Background: an optimization exercise with open tools, aiming at small area, a short achievable clock period and few clock cycles. Do not read the settings as production practice. In this exercise RTL edits were held to simulation tests only and were not proved equivalent to the original. Power is estimated from default activity; no workload was simulated.

// ifsb_codec
module ifsb_codec (
    input  wire        clk,
    input  wire        rst,
    input  wire        req_valid,
    input  wire [7:0]  req_data,
    output wire        req_ready,
    output wire        dout_valid,
    output wire [7:0]  dout_data,
    input  wire        dout_ready,
    output wire        rsp_valid,
    input  wire        rsp_ready,
    output wire [3:0]  rsp_code,
    output wire        rsp_has_status,
    output wire [7:0]  rsp_status,
    output wire [15:0] rsp_value,
    output wire [7:0]  rsp_consumed,
    output wire [31:0] rsp_info
);
Size in the first run: ~720 cells after synthesis, about 130 flip-flops.
clock: 10.0 ns
lec_check: 0
cap_margin: 20
core_margin: 2
core_utilization: 40
slew_margin: 20
standard.sh (not shown) runs the stock make flow with config.mk's settings and CLKGATE_MAP_FILE= SYNTH_SCRIPT=/design/flow/synth_recipe.tcl, a recipe that flattens the netlist after the stock synthesis.
==> flow/flow/run.sh <==
#!/bin/bash
set -euo pipefail
bash standard.sh SETUP_SLACK_MARGIN=6.8 \
  "BUFFER_PORTS_ARGS=-buffer_cell sky130_fd_sc_hd__buf_1" \
  finish > standard_flow.log 2>&1
The starting point passed the timing, design-rule and antenna checks.
Testbench counts at the start, summed over its fixed seeds: cycles 72,419.
Edit:
--- a/flow/design.v
+++ b/flow/design.v
@@ -104,24 +104,23 @@
     wire op_parse  = ~pre_ill & (op == 3'd4);
     wire rsv1_bad  = (req_data != 8'h00);
     wire run       = ~abort;        
     wire init      = go_q & run;    
     wire outbyte   = s_edata | s_pdata;
     wire s_ptrunc  = s_pb1 | s_pb2 | s_pdata | s_plo | s_phi;   
     wire pend      = ~dmode;                                       
     wire d_zero    = (req_data == 8'h00);
     wire d_sync    = (req_data == 8'hFC);
     wire d_short   = (req_data < 8'd5);
-    wire [7:0] cons_p3 = r_cons + 8'd3;
     wire [7:0] cons_m3 = r_cons - 8'd3;
-    wire last_pay  = (cons_p3 == r_info[7:0]);
-    wire len5      = (r_info[7:0] == 8'd5);
+    wire last_pay  = (r_info[7:0] == 8'd5);
+    wire len5      = last_pay;
     wire crc_match = (r_info == acc);
     wire pb0_fire  = s_pb0 & dfire;
     wire pb1_fire  = s_pb1 & dfire;
     wire pb2_fire  = s_pb2 & dfire;
     wire pd_fire   = s_pdata & dfire;
     wire plo_fire  = s_plo & dfire;
     wire phi_fire  = s_phi & dfire;
     wire p_noresp  = s_pb0 & pend;
     wire p_trunc   = s_ptrunc & pend;
     wire p_noop    = pb0_fire & d_zero;
@@ -193,48 +192,50 @@
     wire dv_d    = run & (dv_set | (dv & ~dout_ready));
     wire anew_d  = run & (a_req | a_b | a_fc | a_len | a_cmd);
     wire acc_fc   = init & s_elen;
     wire acc_crc  = init & s_crc & op_is1;
     wire acc_ld   = go_q | p_done_n | anew;
     wire acc_stp  = ~go_q & ~p_done_n;
     wire [15:0] acc_d = ({16{acc_crc}} & crc_reg) |
                         ({16{acc_fc}}  & K_FC) |
                         ({16{acc_stp}} & step_out);
     wire crc_ld   = c_end;              
-    wire code_ld  = go | abort | p_noresp | p_trunc | p_noop | p_sync | p_lenerr | p_crcerr;
-    wire [3:0] code_d = ({4{go & pre_ill}}  & R_ILLEGAL_OP) |
-                        ({4{go & enc_err}}  & R_ENC_ERR) |
-                        ({4{abort}}         & R_ILLEGAL_OP) |
-                        ({4{p_noresp}}      & R_NO_RESPONSE) |
-                        ({4{p_trunc}}       & R_TRUNCATED) |
-                        ({4{p_noop}}        & R_NOOP) |
-                        ({4{p_sync}}        & R_SYNC_ERR) |
-                        ({4{p_lenerr}}      & R_LEN_ERR) |
-                        ({4{p_crcerr}}      & R_CRC_ERR);
+    wire code_ld  = go | abort | (s_pb0 & pend) | p_trunc | (pb0_fire & ~d_sync) |
+                    p_lenerr | p_crcerr;
+    wire [3:0] code_d = abort    ? R_ILLEGAL_OP :
+                        s_pb0    ? (~dmode ? R_NO_RESPONSE : d_zero ? R_NOOP : R_SYNC_ERR) :
+                        s_pb1    ? (~dmode ? R_TRUNCATED : R_LEN_ERR) :
+                        s_ptrunc ? R_TRUNCATED :
+                        s_pchk   ? R_CRC_ERR :
+                        pre_ill  ? R_ILLEGAL_OP :
+                        enc_err  ? R_ENC_ERR : R_OK;
     wire hs_ld    = go_q | p_noop | p_ok;
     wire hs_d     = run & (p_noop | p_ok);
     wire st_req   = pb2_fire;
     wire st_clr   = go_q | p_trunc | p_crcerr;
     wire [7:0] status_d = {8{s_pb2 & dmode}} & req_data;
     wire cons_clr = go_q;
     wire cons_inc = pb0_fire | pb1_fire | pb2_fire | pd_fire | plo_fire | phi_fire;
     wire [7:0] cons_d = cons_clr ? {7'd0, pb0_fire & run} : (r_cons + 8'd1);
     wire i_req_lo = run & (pb0_fire | pb1_fire | plo_fire);
     wire i_req_hi = phi_fire;
     wire i_n      = init & s_drain & (r_code == R_ENC_ERR);
     wire i_got    = s_pdata & pend;
     wire i_clr    = go_q | abort | p_ok | p_noresp | p_trunc;
-    wire i_lo_ld  = i_req_lo | i_clr;
+    wire i_dec    = run & (pb2_fire | pd_fire);
+    wire i_lo_ld  = i_req_lo | i_dec | i_clr;
     wire i_hi_ld  = i_req_hi | i_clr;
     wire i_sel_lo = run & dmode & (s_pb0 | s_pb1 | s_plo);
     wire i_sel_hi = dmode & s_phi;
+    wire i_sel_dec = dmode & (s_pb2 | s_pdata);
     wire [7:0] info_lo_d = ({8{i_sel_lo}} & req_data) |
+                           ({8{i_sel_dec}} & (r_info[7:0] - 8'd1)) |
                            ({8{i_n}}      & rem) |
                            ({8{i_got}}    & cons_m3) |
                            {7'd0, s_phi & pend};
     wire [7:0] info_hi_d = ({8{i_sel_hi}} & req_data) |
                            {6'd0, (s_pdata | s_plo | s_phi) & pend,
                                   (s_pb2 | s_plo | s_phi) & pend};
     always @(posedge clk) begin
         if (rst) begin
             hc      <= 2'd0;
             hv      <= 1'b0;
The new run went through all stages and came out clean.
Total power climbs by a few percent.
Register-to-register slack degrades by 0.20 ns.
Count of clock-buffer cells in the layout climbs by 2.
Die area drops slightly.
Cell count drops slightly.
Non-clock buffer count drops by 4.
Synthesized area drops slightly.
Final area drops slightly.
Worst hold slack stays flat.
Flip-flop and latch count is unchanged.
Routed wire length drops by a few percent.
Testbench counts after the change, summed over its fixed seeds: cycles 72,419.

==> separate check: timing with driven ports <==
The results above use ideal ports. As a check the final layouts listed here were re-extracted and re-timed, cells and wires unchanged.
Step 1: set_driving_cell puts a clkbuf_16 on clk and a buf_2 on each other input, an assumption about the parent block.
Step 2 moves the port delays by t, midway between the first and last clock arrival at a register: inputs arrive t later, outputs are due t later. That takes back most of the time a late clock gives input paths.
Slacks: ideal / step 1 / step 2; pairs: ideal / step 1.
run	shift t [ns]	setup slack, ns	worst setup path at the end
the first run	0.468	6.833 / 6.790 / 6.394	input to register
the second run	0.465	6.831 / 6.790 / 6.435	input to register
After both steps setup and hold are still met in every run listed. For the first run, which loses most, drivers alone change the setup slack by -0.043 ns; drivers and shift together by -0.439 ns.
